Context: an optimization exercise on an open-source flow, tuned for small area, a short achievable clock period and few clock cycles. The choices shown serve that exercise and are no tape-out recipe.
In this exercise RTL edits were held to simulation tests only and were not proved equivalent to the original.
Power and IR drop assume default switching activity.

--- flow/config.mk ---
export PLATFORM = sky130hd
export DESIGN_NAME = sumhash512
export DESIGN_NICKNAME = sumhash512
export VERILOG_FILES = /design/flow/design.v
export SDC_FILE = /design/flow/constraint.sdc
export NUM_CORES = 4
export LEC_CHECK = 0
export CAP_MARGIN = 20
export CELL_PAD_IN_SITES_DETAIL_PLACEMENT = 1
export CELL_PAD_IN_SITES_GLOBAL_PLACEMENT = 2
export CORE_MARGIN = 2
export CORE_UTILIZATION = 40
export CTS_CLUSTER_DIAMETER = 60
export CTS_CLUSTER_SIZE = 30
export PLACE_DENSITY = 0.55
export SETUP_SLACK_MARGIN = 4.15
export SLEW_MARGIN = 20
--- flow/constraint.sdc ---
create_clock -name core_clock -period 7.0 [get_ports {clk}]
set_input_delay 1.4000 -clock core_clock [delete_from_list [all_inputs] [get_ports {clk}]]
set_output_delay 1.4000 -clock core_clock [all_outputs]
set_load 0.01 [all_outputs]
--- flow/design.v ---
module ssc_compress #(
    parameter W = 16
) (
    input  wire         clk,
    input  wire         add,
    input  wire         clr,
    input  wire [511:0] mat_col,
    output wire [511:0] result
);
    localparam NC = 64 / W;
    reg [511:0]        acc;
    reg [8*NC-1:0]     cy;      
    integer i, k;
    reg [W:0] s;
    always @(posedge clk) begin
        for (i = 0; i < 8; i = i + 1) begin
            for (k = 0; k < NC; k = k + 1) begin
                s = (clr ? {(W+1){1'b0}} : {1'b0, acc[64*i + W*k +: W]})
                  + (add ? {1'b0, mat_col[64*i + W*k +: W]} : {(W+1){1'b0}})
                  + ((clr || k == 0) ? {(W+1){1'b0}} : {{W{1'b0}}, cy[NC*i + k]});
                acc[64*i + W*k +: W] <= s[W-1:0];
                if (k + 1 < NC)
                    cy[NC*i + k + 1] <= s[W];
            end
            cy[NC*i] <= 1'b0;
        end
    end
    assign result = acc;
endmodule
module sumhash512 (
    input  wire         clk,
    input  wire         rst,
    input  wire         cmd_valid,
    output wire         cmd_ready,
    input  wire [2:0]   cmd_op,
    input  wire         cmd_salted,
    input  wire [3:0]   cmd_cnt,
    input  wire [63:0]  cmd_data,
    output reg  [9:0]   mat_addr,
    input  wire [511:0] mat_col,
    output reg          dig_valid,
    output wire [511:0] dig
);
    localparam OP_SLOAD = 3'd0;
    localparam OP_INIT  = 3'd1;
    localparam OP_RESET = 3'd2;
    localparam OP_WRITE = 3'd3;
    localparam OP_FINAL = 3'd4;
    localparam W  = 8;              
    localparam F  = 64 / W - 1;     
    localparam TD = 3 + F;          
    localparam K_MSG  = 2'd0;       
    localparam K_FOLD = 2'd1;       
    localparam K_FIN1 = 2'd2;       
    localparam K_FIN2 = 2'd3;       
    localparam P_IDLE = 2'd0;
    localparam P_BD   = 2'd1;       
    localparam P_BL   = 2'd2;       
    localparam P_C    = 2'd3;       
    reg         ready_r;
    reg         hv;
    reg         hs, hw, hir, hini, hf;  
    reg         hsal;
    reg [3:0]   hcnt;
    reg [63:0]  hdat;
    reg [2:0]   rotc;               
    reg         wb;                 
    reg [6:0]   wlo, whi;           
    reg         wblk, wstg, saltld;
    reg [511:0] chain;
    reg         czero;              
    reg [511:0] blk;                
    reg [5:0]   clen;
    reg [51:0]  tblk;               
    reg         tinc;               
    reg         salted;
    reg [511:0] salt;
    reg [511:0] stage;
    reg [6:0]   scnt;
    reg         fin_busy;           
    reg         rq;
    reg [1:0]   rq_kind;
    reg [1:0]   jk;
    reg [6:0]   j_nb;
    reg         j_mk, j_len, j_two, j_skipc;
    reg [9:0]   j_bdend;
    reg [1:0]   ph;
    reg [9:0]   jn;
    reg [63:0]  joh;                
    reg         jfirst;
    reg         tnz;                
    reg [9:0]   j_blend;            
    reg [511:0] tmp;                
    reg         tprev;              
    reg         j_cfirst;           
    reg         v1, f1;
    reg [7:0]   b8, s8, c8;
    reg [7:0]   goh1;               
    reg         tb1, fin2_1, isc1, dv1, mk1, lb1;
    reg         add_r, clr_r;
    reg [TD:1]  tk;
    reg [1:0]   tkind [1:TD];
    reg [TD:1]  ttwo;
    reg         chain_ld, tmp_ld;
    wire [511:0] accv;
    assign dig = tmp;
    assign cmd_ready = ready_r;
    wire       h_sload  = hs;
    wire       h_write  = hw;
    wire [2:0] off      = h_sload ? scnt[2:0] : clen[2:0];
    wire       aligned  = wb || (hcnt == 4'd0) || (rotc == off);
    wire       busy     = rq || (ph != P_IDLE) || (|tk) || fin_busy;
    wire       lock     = rq || ((ph == P_BD) && (jk == K_MSG || jk == K_FIN1));
    wire       can_ex = (hs && aligned) || (hw && aligned && !lock && !fin_busy)
                       || ((hir || hf) && !busy) || !(hs || hw || hir || hf);
    wire ex = hv && can_ex;
    wire [6:0] nl    = {1'b0, clen} + {3'd0, hcnt};
    wire [6:0] sl    = scnt + {3'd0, hcnt};
    wire       wrap  = h_write && !wb && nl[6] && (nl != 7'd64);
    wire       h_done = ex && !wrap;
    wire       rotate = hv && !aligned && (h_sload || h_write);
    wire [6:0] lo = h_sload ? scnt : (wb ? 7'd0 : {1'b0, clen});
    wire [6:0] hi = h_sload ? sl   : (wb ? {1'b0, clen} : nl);
    reg  [63:0] ben;
    integer p;
    always @* for (p = 0; p < 64; p = p + 1) ben[p] = (p >= wlo) && (p < whi);
    wire tail_ok = ~|tk[F-1:1];
    wire start   = rq && (ph == P_IDLE) && tail_ok && !saltld;
    wire [6:0] s_nb   = (rq_kind == K_MSG) ? 7'd64 : (rq_kind == K_FIN1) ? {1'b0, clen} : 7'd0;
    wire       s_mk   = (rq_kind == K_FIN1);
    wire       s_len  = (rq_kind == K_FIN2) || ((rq_kind == K_FIN1) && clen < 6'd48);
    wire       s_two  = (rq_kind == K_FIN1) && clen >= 6'd48;
    wire       s_skipc= (rq_kind != K_FIN2) && czero;
    wire [9:0] s_bdn  = {s_nb, 3'd0} + {9'd0, s_mk};      
    wire [9:0] s_bdend= salted ? 10'd1023 : 10'd511 + s_bdn;
    wire       s_hasbd= salted || (s_bdn != 10'd0);
    wire       s_hasbl= !salted && s_len && ((tblk != 52'd0) || (clen != 6'd0));
    wire       s_cfirst = (rq_kind == K_FIN2);
    wire [1:0] s_ph   = s_cfirst ? P_C : s_hasbd ? P_BD : s_hasbl ? P_BL : P_C;
    wire [57:0] tcount = {tblk, clen};
    reg  [5:0]  tmsb;
    integer b;
    always @* begin
        tmsb = 6'd0;
        for (b = 0; b < 58; b = b + 1)
            if (tcount[b]) tmsb = b[5:0];
    end
    wire [63:0] lenbits = {3'd0, tcount, 3'd0};
    wire inlen   = (jn >= 10'd899) && (jn < 10'd957);
    wire ph_end  = (ph == P_BD) ? (jn == j_bdend)
                 : (ph == P_BL) ? (jn == j_blend)
                 : (ph == P_C)  ? (jn == 10'd511) : 1'b0;
    reg  [1:0] ph_nx_end;
    always @* begin
        if (ph == P_BD && !salted && j_len && tnz)
            ph_nx_end = P_BL;
        else if ((ph == P_BD || ph == P_BL) && !j_skipc && !j_cfirst)
            ph_nx_end = P_C;
        else if (ph == P_C && j_cfirst && salted)
            ph_nx_end = P_BD;
        else if (ph == P_C && j_cfirst && j_len && tnz)
            ph_nx_end = P_BL;
        else
            ph_nx_end = P_IDLE;
    end
    wire last_issue = (ph != P_IDLE) && ph_end && (ph_nx_end == P_IDLE);
    wire [1:0] ph_nx = start ? s_ph : (ph != P_IDLE && ph_end) ? ph_nx_end : ph;
    wire [8:0] jp = jn[8:0];
    reg  [7:0] b8_n, s8_n, c8_n;
    integer g;
    always @* begin
        for (g = 0; g < 8; g = g + 1) begin
            b8_n[g] = |(blk[64*g +: 64] & joh);
            s8_n[g] = |(salt[64*g +: 64] & joh);
            c8_n[g] = |(chain[64*g +: 64] & joh);
        end
    end
    wire isc0 = (ph == P_C);
    wire dv0  = ({1'b0, jp[8:3]} < j_nb);
    wire mk0  = j_mk && (jp == {clen, 3'd0});
    wire lb0  = j_len && inlen && |(lenbits & joh);
    wire xc = fin2_1 ? tb1 : |(c8 & goh1);
    wire xb = ((dv1 && |(b8 & goh1)) || mk1 || lb1) ^ (salted && |(s8 & goh1));
    wire x1 = isc1 ? xc : xb;
    ssc_compress #(.W(W)) u_comp (
        .clk     (clk),
        .add     (add_r),
        .clr     (clr_r),
        .mat_col (mat_col),
        .result  (accv)
    );
    wire        dn      = tk[TD];
    wire [1:0]  dn_kind = tkind[TD];
    wire        dn_two  = ttwo[TD];
    wire accept = cmd_valid && ready_r;
    wire hv_nx  = (hv && !h_done) || accept;
    integer q;
    always @(posedge clk) begin
        if (ready_r) begin
            hs   <= (cmd_op == OP_SLOAD);
            hw   <= (cmd_op == OP_WRITE);
            hir  <= (cmd_op == OP_INIT) || (cmd_op == OP_RESET);
            hini <= (cmd_op == OP_INIT);
            hf   <= (cmd_op == OP_FINAL);
            hsal <= cmd_salted;
            hcnt <= cmd_cnt;
            hdat <= cmd_data;
            rotc <= 3'd0;
            wb   <= 1'b0;
        end else begin
            if (rotate) begin
                hdat <= {hdat[55:0], hdat[63:56]};
                rotc <= rotc + 3'd1;
            end
            if (ex && wrap)
                wb <= 1'b1;
        end
        wlo    <= lo;
        whi    <= hi;
        wblk   <= ex && h_write;
        wstg   <= ex && h_sload;
        saltld <= ex && hini && hsal;
        for (q = 0; q < 64; q = q + 1) begin
            if (wblk && ben[q]) blk[8*q +: 8]   <= hdat[8*(q%8) +: 8];
            if (wstg && ben[q]) stage[8*q +: 8] <= hdat[8*(q%8) +: 8];
        end
        if (saltld)
            salt <= stage;
        if (start) begin
            jk      <= rq_kind;
            j_nb    <= s_nb;
            j_mk    <= s_mk;
            j_len   <= s_len;
            j_two   <= s_two;
            j_skipc <= s_skipc;
            j_bdend <= s_bdend;
            j_cfirst<= s_cfirst;
            tnz     <= |tcount;
            j_blend <= 10'd899 + {4'd0, tmsb};
            jfirst  <= 1'b1;
        end else if (ph != P_IDLE) begin
            jfirst <= 1'b0;
        end
        if (start) begin
            jn  <= s_cfirst ? 10'd0 : s_hasbd ? 10'd512 : s_hasbl ? 10'd899 : 10'd0;
            joh <= (!s_cfirst && !s_hasbd && s_hasbl) ? 64'd8 : 64'd1;
        end else if (ph != P_IDLE && ph_end) begin
            jn  <= (ph_nx_end == P_BL) ? 10'd899 : (ph_nx_end == P_BD) ? 10'd512 : 10'd0;
            joh <= (ph_nx_end == P_BL) ? 64'd8 : 64'd1;
        end else begin
            jn  <= jn + 10'd1;
            joh <= {joh[62:0], joh[63]};
        end
        chain_ld <= tk[TD-1] && (tkind[TD-1] == K_MSG || tkind[TD-1] == K_FOLD);
        tmp_ld   <= tk[TD-1] && (tkind[TD-1] == K_FIN1 || tkind[TD-1] == K_FIN2);
        if (chain_ld)
            chain <= accv;
        if (tmp_ld)
            tmp <= accv;
        else
            tmp <= {1'b0, tmp[511:1]};
        tprev <= tmp[0];
        mat_addr <= jn;
        b8 <= b8_n; s8 <= s8_n; c8 <= c8_n;
        goh1 <= 8'd1 << jn[8:6];
        tb1    <= tprev;
        fin2_1 <= (jk == K_FIN2);
        isc1   <= isc0;
        dv1    <= dv0;
        mk1    <= mk0;
        lb1    <= lb0;
        f1     <= jfirst;
        add_r  <= v1 && x1;
        clr_r  <= v1 && f1;
        for (q = 2; q <= TD; q = q + 1) begin
            tkind[q] <= tkind[q-1];
            ttwo[q]  <= ttwo[q-1];
        end
        tkind[1] <= jk;
        ttwo[1]  <= j_two;
        if (rst) begin
            ready_r   <= 1'b1;
            hv        <= 1'b0;
            wblk      <= 1'b0;
            wstg      <= 1'b0;
            saltld    <= 1'b0;
            clen      <= 6'd0;
            scnt      <= 7'd0;
            tblk      <= 52'd0;
            tinc      <= 1'b0;
            salted    <= 1'b0;
            czero     <= 1'b1;
            fin_busy  <= 1'b0;
            rq        <= 1'b0;
            rq_kind   <= K_MSG;
            ph        <= P_IDLE;
            v1        <= 1'b0;
            add_r     <= 1'b0;
            clr_r     <= 1'b0;
            tk        <= {TD{1'b0}};
            chain_ld  <= 1'b0;
            tmp_ld    <= 1'b0;
            dig_valid <= 1'b0;
        end else begin
            ready_r   <= !hv_nx;
            hv        <= hv_nx;
            ph        <= ph_nx;
            v1        <= (ph != P_IDLE);
            tk        <= {tk[TD-1:1], last_issue};
            dig_valid <= dn && (dn_kind == K_FIN2 || (dn_kind == K_FIN1 && !dn_two));
            if (start) begin
                rq <= 1'b0;
                if (rq_kind == K_MSG || rq_kind == K_FOLD)
                    czero <= 1'b0;
            end
            if (dn && dn_kind == K_FIN2)
                fin_busy <= 1'b0;
            if (dn && dn_kind == K_FIN1) begin
                if (dn_two) begin
                    rq      <= 1'b1;
                    rq_kind <= K_FIN2;
                end else
                    fin_busy <= 1'b0;
            end
            tinc <= ex && hw && !wb && nl[6];
            if (tinc)
                tblk <= tblk + 52'd1;
            if (ex && hs)
                scnt <= sl;
            if (ex && hir) begin
                clen  <= 6'd0;
                czero <= 1'b1;
                if (hini) begin
                    salted <= hsal;
                    scnt   <= 7'd0;
                end
                if (hini ? hsal : salted) begin
                    tblk    <= 52'd1;
                    rq      <= 1'b1;
                    rq_kind <= K_FOLD;
                end else
                    tblk <= 52'd0;
            end
            if (ex && hw && !wb) begin
                clen <= nl[5:0];
                if (nl[6]) begin
                    rq      <= 1'b1;
                    rq_kind <= K_MSG;
                end
            end
            if (ex && hf) begin
                rq       <= 1'b1;
                rq_kind  <= K_FIN1;
                fin_busy <= 1'b1;
            end
        end
    end
endmodule
--- flow/flow/run.sh ---
#!/bin/bash
# The standard layout (standard.sh: unchanged synthesis and steps) with two
# differences:
#  * buffer_ports inserts sky130_fd_sc_hd__buf_1 cells on the ports instead of
#    its default choice, a delay buffer (clkdlybuf4s50_1). Every input and
#    output port still gets its own buffer; timing repair resizes them.
#  * clock tree synthesis runs without dummy loads (TritonCTS's default adds
#    them to balance the tree), with the same sink clustering as config.mk.
# The flow's full output goes to standard_flow.log in the folder this runs in;
# ORFS keeps each step's own log under orfs/logs/.
set -uo pipefail
export BUFFER_PORTS_ARGS="-buffer_cell sky130_fd_sc_hd__buf_1"
export CTS_ARGS="-sink_clustering_enable -repair_clock_nets -sink_clustering_size 30 -sink_clustering_max_diameter 60 -dont_use_dummy_load"
bash standard.sh > standard_flow.log 2>&1
status=$?
tail -n 40 standard_flow.log
exit $status
--- flow/standard.sh ---
#!/bin/bash
# synth_recipe.tcl (not shown) runs the flow's synth.tcl, then flattens the netlist and writes it again
# the make line also repeats each setting of config.mk as NAME=value (left out here)
make -C /OpenROAD-flow-scripts/flow DESIGN_CONFIG=/design/flow/config.mk WORK_HOME=/design/flow/orfs CLKGATE_MAP_FILE= SYNTH_SCRIPT=/design/flow/synth_recipe.tcl "${@:-finish}"
==> flow_metrics.env <==
export IMPL_cts_tree="done"
export IMPL_avgSynthCellArea_sq_um=14.2
export IMPL_ys_warn_count=3
export IMPL_r2r_start="joh[16]"
export IMPL_drv_slew=0
export IMPL_p_leak_nw=63.7
export IMPL_crit_family="flip-flops"
export IMPL_path_clk_slew_ns=0.08
export IMPL_tns_ns=0
export IMPL_tightest_slew_ns=1.24
export IMPL_pwr_share_comb=0.148
export IMPL_drive_above_1_share=0.246
export IMPL_ios=1111
export IMPL_setup_viol=0
export IMPL_swShare=0.297
export IMPL_final_core_util=0.478
export IMPL_core_sq_um=345000
export IMPL_power_share_clock=0.317
export IMPL_htreeDepth=5
export IMPL_syn_area_sq_um=139000
export IMPL_mostFrequentLayoutCells="edfxtp_1, dfxtp_1, buf_1"
export IMPL_drv_cap=0
export IMPL_clkSinkCount=3500
export IMPL_fmax_ghz=0.334
export IMPL_numCtsBuffers=322
export IMPL_viasPerCell=6.08
export IMPL_fin_nets=12300
export IMPL_initial_core_util=0.401
export IMPL_critPathLaunch="tmp[280]"
export IMPL_postRouteAntennaNets=0
export IMPL_ys_async_sr_fraction=0
export IMPL_outcome="timing/DRC/antenna clean"
export IMPL_synth_flop_cell="edfxtp_1"
export IMPL_critical_path_arrival_ns=1.60
export IMPL_netlist_instances=9774
export IMPL_drt_wl_total_mm=669
export IMPL_drt_first_pass_iters=6
export IMPL_first_global_vias=94600
export IMPL_overflow=0
export IMPL_internal_power_w=0.0349
export IMPL_die_area_sq_um=351000
export IMPL_synthDistinctLibCells=73
export IMPL_antenna_found_initial=225
export IMPL_slew_headroom=0.176
export IMPL_period_needed_ns=3.00
export IMPL_hp_start="ttwo[2]"
export IMPL_rrSetupSlack_ns=4.08
export IMPL_post_cts_hold_buffer_count=0
export IMPL_grt_start_max_net_pins=179
export IMPL_gp_congestion=0.933
export IMPL_fillers=34200
export IMPL_whs_path_depth=0
export IMPL_cp_required_ns=5.60
export IMPL_dp_hpwl_mm=441
export IMPL_grt_use_total=0.371
export IMPL_cp_slowest_cell="dfxtp_4"
export IMPL_cp_start_kind="flop"
export IMPL_rows=216
export IMPL_path_buf_inv=1
export IMPL_syn_to_final_growth_pct=19.1
export IMPL_r2r_end="c8[3]"
export IMPL_pwr_density_cell_nw_per_um2=300
export IMPL_die_h_um=592
export IMPL_cp_end_kind="output pin"
export IMPL_p_seq_frac=0.535
export IMPL_wl_per_cell_um=42.3
export IMPL_vias=96200
export IMPL_path_cells="buf_6"
export IMPL_ys_ff_latch=3500
export IMPL_p_sw_w=0.0147
export IMPL_mostFrequentLayoutCell="edfxtp_1"
export IMPL_min_to="ttwo[3]"
export IMPL_cts_buffer_depth=4
export IMPL_final_setup_worst_slack_ns=4.00
export IMPL_drt_iter0_drc=14900
export IMPL_insertion_delay_ns=1.00
export IMPL_grt_pass1_wl_mm=868
export IMPL_synth_edff_count=2152
export IMPL_place_ws_ns=2.94
export IMPL_finalHoldViolCount=0
export IMPL_rsz0062_at_grt="true"
export IMPL_hp_class="reg2reg"
export IMPL_critPathMaxFanout=2
export IMPL_max_stage_delay_ns=0.49
export IMPL_clock_skew_final_ns=0.109
export IMPL_port_buffers=1110
export IMPL_cts_root_buf="clkbuf_16"
export IMPL_seq_area_frac_synth=0.661
export IMPL_die_x_um=592
export IMPL_reg2reg_depth=6
export IMPL_synth_fp_nets=11000
export IMPL_peakVddDrop_mv=0.195
export IMPL_period_share=0.428
export IMPL_route_detailed_drc=0
export IMPL_criticalPathCategory="reg2out"
cell usage after synthesis (all sizes together) (126+ instances only):
| master | number | share of area |
|---|---|---|
| dfxtp | 1348 | 0.19 |
| nor2b | 516 | 0.023 |
| o21ai | 194 | 0.0070 |
| xnor2 | 282 | 0.018 |
| nand2 | 246 | 0.0067 |
| edfxtp | 2152 | 0.47 |
| clkbuf | 463 | 0.013 |
| mux2 | 576 | 0.047 |
| nand4 | 126 | 0.0057 |
| nand2b | 203 | 0.0092 |
| ha | 475 | 0.043 |
| a22o | 401 | 0.025 |
| a221oi | 401 | 0.025 |
| inv | 275 | 0.0075 |
| nor2 | 241 | 0.0065 |
| a21oi | 311 | 0.011 |
| a21o | 222 | 0.012 |
| xor2 | 201 | 0.013 |
| and2 | 568 | 0.026 |
repair_timing:
action                                   CTS  global route
gates resized for setup                 1895           289
endpoints found under the setup margin  1337           994
pin swaps                                 14            79
cloned                                    22            10
buffers inserted                          96            45
power by group through the flow:
stage	combinational (W)	clock (W)	sequential [W]
after global placement	0.00659	0	0.0270
after detailed placement	0.00686	0	0.0270
final	0.00734	0.0157	0.0265
after global routing	0.00784	0.0165	0.0266
after CTS	0.00710	0.0158	0.0265
after floorplan	0.00431	0	0.0252
layer usage:
metal	vias up	routed length, um	global-route usage
met5	-	241	0
met2	5983	313000	0.602
met4	38	40700	0.190
met3	1424	62900	0.0677
li1	38600	-	-
met1	50200	252000	0.474
worst max-delay path by stage:
stage                          endpoint  depth (start not counted)
after CTS                     stage[19]                          4
final                          dig[280]                          1
after detailed placement  u_comp.cy[35]                         12
after global routing           dig[304]                          1
after floorplan                  joh[0]                          6
after global placement    u_comp.cy[35]                         12
sequential cells by signal, indices dropped and copies added, names as in the netlist, 20 cells and up:
register / count
tblk: 52
joh: 64
chain: 512
tkind: 20
u_comp.cy: 56
tmp: 512
salt: 512
hdat: 64
u_comp.acc: 512
blk: 512
stage: 512
cells by family after synthesis:
family	count (synthesis)	share of synthesized area
DFF	3500	0.661
and+or+nand+nor	2118	0.0870
AOI/OAI and AO/OA	1719	0.0918
buffers and inverters	767	0.0210
adders and majority gates	597	0.0605
muxes	589	0.0478
xor gates and xnor gates	483	0.0305
other	1	0.0000271
metrics by stage:
step	instances	instance area (sq um)	power, W	hold slack [ns]
finish	15800	165000	0.0496	0.304
global route	15700	165000	0.0510	0.305
detailed placement	15200	149000	0.0339	0.313
floorplan	9774	139000	0.0296	0.310
global placement	15200	149000	0.0336	0.310
CTS	15600	163000	0.0494	0.304
layout make-up:
class	count	area, sq um	area share
antenna	162	405	0.00246
timing repair buffer	1481	11300	0.0684
tap	4578	5730	0.0347
multi-input combinational	5508	45600	0.276
clock buffer	322	8060	0.0489
sequential	3500	92800	0.563
inverter	276	1070	0.00646
Testbench counts, summed over its fixed seeds: cycles 791,325.

==> re-timing with driven ports <==
No port has a modelled driver above. Below, the same layout with a new extraction and two added sets of constraints. Step 1 assumes that a clkbuf_16 drives the clock port and a buf_2 every other input. Step 2 times the ports against the registers' clock, not the clock port: input delays grow and output delays shrink by t, the midpoint of the rising clock arrivals with the driver on. Slacks: no drivers / after step 1 / after step 2; pairs: no drivers / after step 1.
t (ns): 1.074
setup WS [ns]: 4.005 / 3.872 / 3.277
worst hold slack (ns): 0.304 / 0.304 / 0.304
After both steps this run still meets setup and hold. For this run, drivers alone change the setup slack by -0.133 ns; drivers and shift together by -0.728 ns.
